Source: an optimization exercise on an open RTL-to-GDS flow (aim: small area). Production flows keep margins and buffers that such runs may drop.
In this exercise RTL edits were held to simulation tests only and were not proved equivalent to the original.

==> trial 61 <==
## ads126x_frame_engine
module ads126x_frame_engine (
    input  wire         clk,
    input  wire         rst,
    input  wire         req_valid,
    output wire         req_ready,
    input  wire [4:0]   req_kind,
    input  wire [7:0]   req_addr,
    input  wire [7:0]   req_count,
    input  wire [7:0]   req_wdata,
    input  wire [1:0]   req_mode,
    input  wire [31:0]  req_code,
    input  wire         din_valid,
    output wire         din_ready,
    input  wire [7:0]   din_data,
    output wire         rsp_valid,
    output wire [1:0]   rsp_outcome,
    output wire [2:0]   rsp_err,
    output wire [2:0]   rsp_reason,
    output wire [215:0] rsp_payload,
    output wire [7:0]   rsp_status,
    output wire         rsp_alarm,
    output wire [1:0]   cs_state,
    output wire         refused,
    output wire         bus_valid,
    output reg  [1:0]   bus_op,
    output reg  [7:0]   bus_tx,
    output wire         bus_last,
    input  wire         bus_ready,
    input  wire         bus_fail,
    input  wire [7:0]   bus_rx,
    input  wire         bus_len_bad
);
    localparam [4:0] K_CKSUM = 5'd0,  K_CRC8 = 5'd1,  K_CHECK = 5'd2,
                     K_RESET = 5'd4, K_START1 = 5'd5,
                     K_STOP1 = 5'd6,  K_START2 = 5'd7, K_STOP2 = 5'd8,
                     K_SELFOCAL1 = 5'd9,  K_SELFGCAL1 = 5'd10, K_SYSOCAL1 = 5'd11,
                     K_SELFOCAL2 = 5'd12, K_SELFGCAL2 = 5'd13, K_SYSOCAL2 = 5'd14,
                     K_RREG = 5'd15,  K_RREGN = 5'd16, K_WREG = 5'd17,
                     K_RDOFCAL1 = 5'd18, K_RDFSCAL1 = 5'd19,
                     K_RDOFCAL2 = 5'd20, K_RDFSCAL2 = 5'd21,
                     K_RDATA1 = 5'd22, K_RDATA2 = 5'd23, K_RDDIRECT = 5'd24;
    localparam [2:0] E_TRANSPORT = 3'd1, E_IO = 3'd2,
                     E_INTEGRITY = 3'd3, E_DECODE = 3'd4;
    localparam [2:0] W_NONE = 3'd0, W_ADDR = 3'd2, W_COUNT = 3'd3,
                     W_IFACE = 3'd4, W_ARG = 3'd5, W_CFG = 3'd6, W_KIND = 3'd7;
    localparam [3:0] S_IDLE = 4'd0,  S_CLR = 4'd1,  S_INIT = 4'd2,  S_CHK = 4'd3,
                     S_ENG = 4'd4,   S_ASSERT = 4'd5, S_XFER = 4'd6, S_WRB = 4'd7,
  ...
Settings: LEC_CHECK=0, CAP_MARGIN=20, CORE_MARGIN=2, CORE_UTILIZATION=50, SLEW_MARGIN=20; clock period 10.0 ns.
standard.sh (not shown) runs the stock make flow with config.mk's settings and CLKGATE_MAP_FILE= SYNTH_SCRIPT=/design/flow/synth_recipe.tcl, a recipe that flattens the netlist after the stock synthesis.
==> flow/flow/run.sh <==
#!/bin/bash
# The standard layout (standard.sh) with three changes:
#  - synthesis maps the logic with an area-oriented ABC script (flow/area.abc)
#    instead of ORFS's speed script; everything else in synthesis, and every
#    register, is as in the standard synthesis;
#  - the port buffers use the smallest buffer cell;
#  - the clock tree uses larger sink clusters and no dummy loads.
set -euo pipefail
HERE=$(pwd)
F=$HERE/flow
# ORFS's synth.tcl with only its ABC mapping script replaced
sed 's#log_cmd abc {\*}\$abc_args#log_cmd abc {*}[lreplace $abc_args 1 1 '"$F"'/area.abc]#' \
    "$FLOW_HOME/scripts/synth.tcl" > "$HERE/synth_area.tcl"
grep -q "$F/area.abc" "$HERE/synth_area.tcl"
# The standard flow's synthesis script, sourcing that copy
sed 's#source \$::env(SCRIPTS_DIR)/synth.tcl#source '"$HERE"'/synth_area.tcl#' \
    synth_recipe.tcl > "$HERE/synth_recipe_area.tcl"
grep -q "synth_area.tcl" "$HERE/synth_recipe_area.tcl"
sed 's#SYNTH_SCRIPT=[^ ]*#SYNTH_SCRIPT='"$HERE"'/synth_recipe_area.tcl#' standard.sh > "$HERE/standard_area.sh"
grep -q "synth_recipe_area.tcl" "$HERE/standard_area.sh"
export BUFFER_PORTS_ARGS="-buffer_cell sky130_fd_sc_hd__buf_1"
export CTS_ARGS="-sink_clustering_enable -repair_clock_nets -dont_use_dummy_load -sink_clustering_size 6 -sink_clustering_max_diameter 40 -buf_list {sky130_fd_sc_hd__clkbuf_2 sky130_fd_sc_hd__clkbuf_4}"
bash "$HERE/standard_area.sh" > standard_flow.log 2>&1
==> flow/flow/area.abc <==
strash
&get -n
&fraig -x
&put
dc2
strash
dch -f
amap
==> inputs of trial 49, as changes to trial 61 <==
--- a/flow/flow/run.sh
+++ b/flow/flow/run.sh
@@ -19,5 +19,5 @@
 sed 's#SYNTH_SCRIPT=[^ ]*#SYNTH_SCRIPT='"$HERE"'/synth_recipe_area.tcl#' standard.sh > "$HERE/standard_area.sh"
 grep -q "synth_recipe_area.tcl" "$HERE/standard_area.sh"
 export BUFFER_PORTS_ARGS="-buffer_cell sky130_fd_sc_hd__buf_1"
-export CTS_ARGS="-sink_clustering_enable -repair_clock_nets -dont_use_dummy_load -sink_clustering_size 6 -sink_clustering_max_diameter 40 -buf_list {sky130_fd_sc_hd__clkbuf_2 sky130_fd_sc_hd__clkbuf_4}"
+export CTS_ARGS="-sink_clustering_enable -repair_clock_nets -dont_use_dummy_load -sink_clustering_size 16 -sink_clustering_max_diameter 80 -buf_list {sky130_fd_sc_hd__clkbuf_8}"
 bash "$HERE/standard_area.sh" > standard_flow.log 2>&1
==> inputs of trial 47, as changes to trial 61 <==
--- a/flow/flow/run.sh
+++ b/flow/flow/run.sh
@@ -19,5 +19,5 @@
 sed 's#SYNTH_SCRIPT=[^ ]*#SYNTH_SCRIPT='"$HERE"'/synth_recipe_area.tcl#' standard.sh > "$HERE/standard_area.sh"
 grep -q "synth_recipe_area.tcl" "$HERE/standard_area.sh"
 export BUFFER_PORTS_ARGS="-buffer_cell sky130_fd_sc_hd__buf_1"
-export CTS_ARGS="-sink_clustering_enable -repair_clock_nets -dont_use_dummy_load -sink_clustering_size 6 -sink_clustering_max_diameter 40 -buf_list {sky130_fd_sc_hd__clkbuf_2 sky130_fd_sc_hd__clkbuf_4}"
+export CTS_ARGS="-sink_clustering_enable -repair_clock_nets -dont_use_dummy_load -sink_clustering_size 10 -sink_clustering_max_diameter 60 -buf_list {sky130_fd_sc_hd__clkbuf_4}"
 bash "$HERE/standard_area.sh" > standard_flow.log 2>&1
==> notes.md <==
In sequential cell count, trial 47 and trial 49 do not differ. In area after synthesis, trial 61 and trial 49 do not differ. In synthesized cell count, trial 49 and trial 47 do not differ. Global-route usage, lowest first: trial 49, trial 47, trial 61. The lowest first-iteration DRC count belongs to trial 61, the highest to trial 49. Count of clock-buffer cells in the layout, lowest first: trial 49, trial 47, trial 61. In register-to-register slack, trial 49 and trial 47 hardly differ. Of trial 61 and trial 49, trial 61 has the higher core utilization (gap 0.64 points).

port drivers added, routing unchanged:
In the flow no input, the clock included, has a driving cell. The finished layouts below were timed again as built, in two steps.
Step 1 sets driving cells, clkbuf_16 on the clock port and buf_2 on the other inputs (assumed; they add their load-dependent delay and slew).
Step 2 times the ports against the registers' clock, not the clock port: input delays grow and output delays shrink by t, the midpoint of the rising clock arrivals with the driver on.
a / b / c = ideal / step 1 / step 2; a / b = the first two.
| run | t (ns) | setup slack, ns | hold WS [ns] | worst setup path at the end |
|---|---|---|---|---|
| trial 61 | 0.683 | 3.404 / 3.384 / 3.384 | 0.317 / 0.317 / 0.317 | input to output |
| trial 49 | 0.565 | 3.395 / 3.373 / 3.373 | 0.350 / 0.350 / 0.350 | input to output |
| trial 47 | 0.639 | 3.381 / 3.361 / 3.361 | 0.323 / 0.323 / 0.323 | input to output |
After both steps every run listed still meets setup and hold. The setup slack of trial 49, which loses most, moves by -0.022 ns with the drivers and by -0.022 ns with both steps.
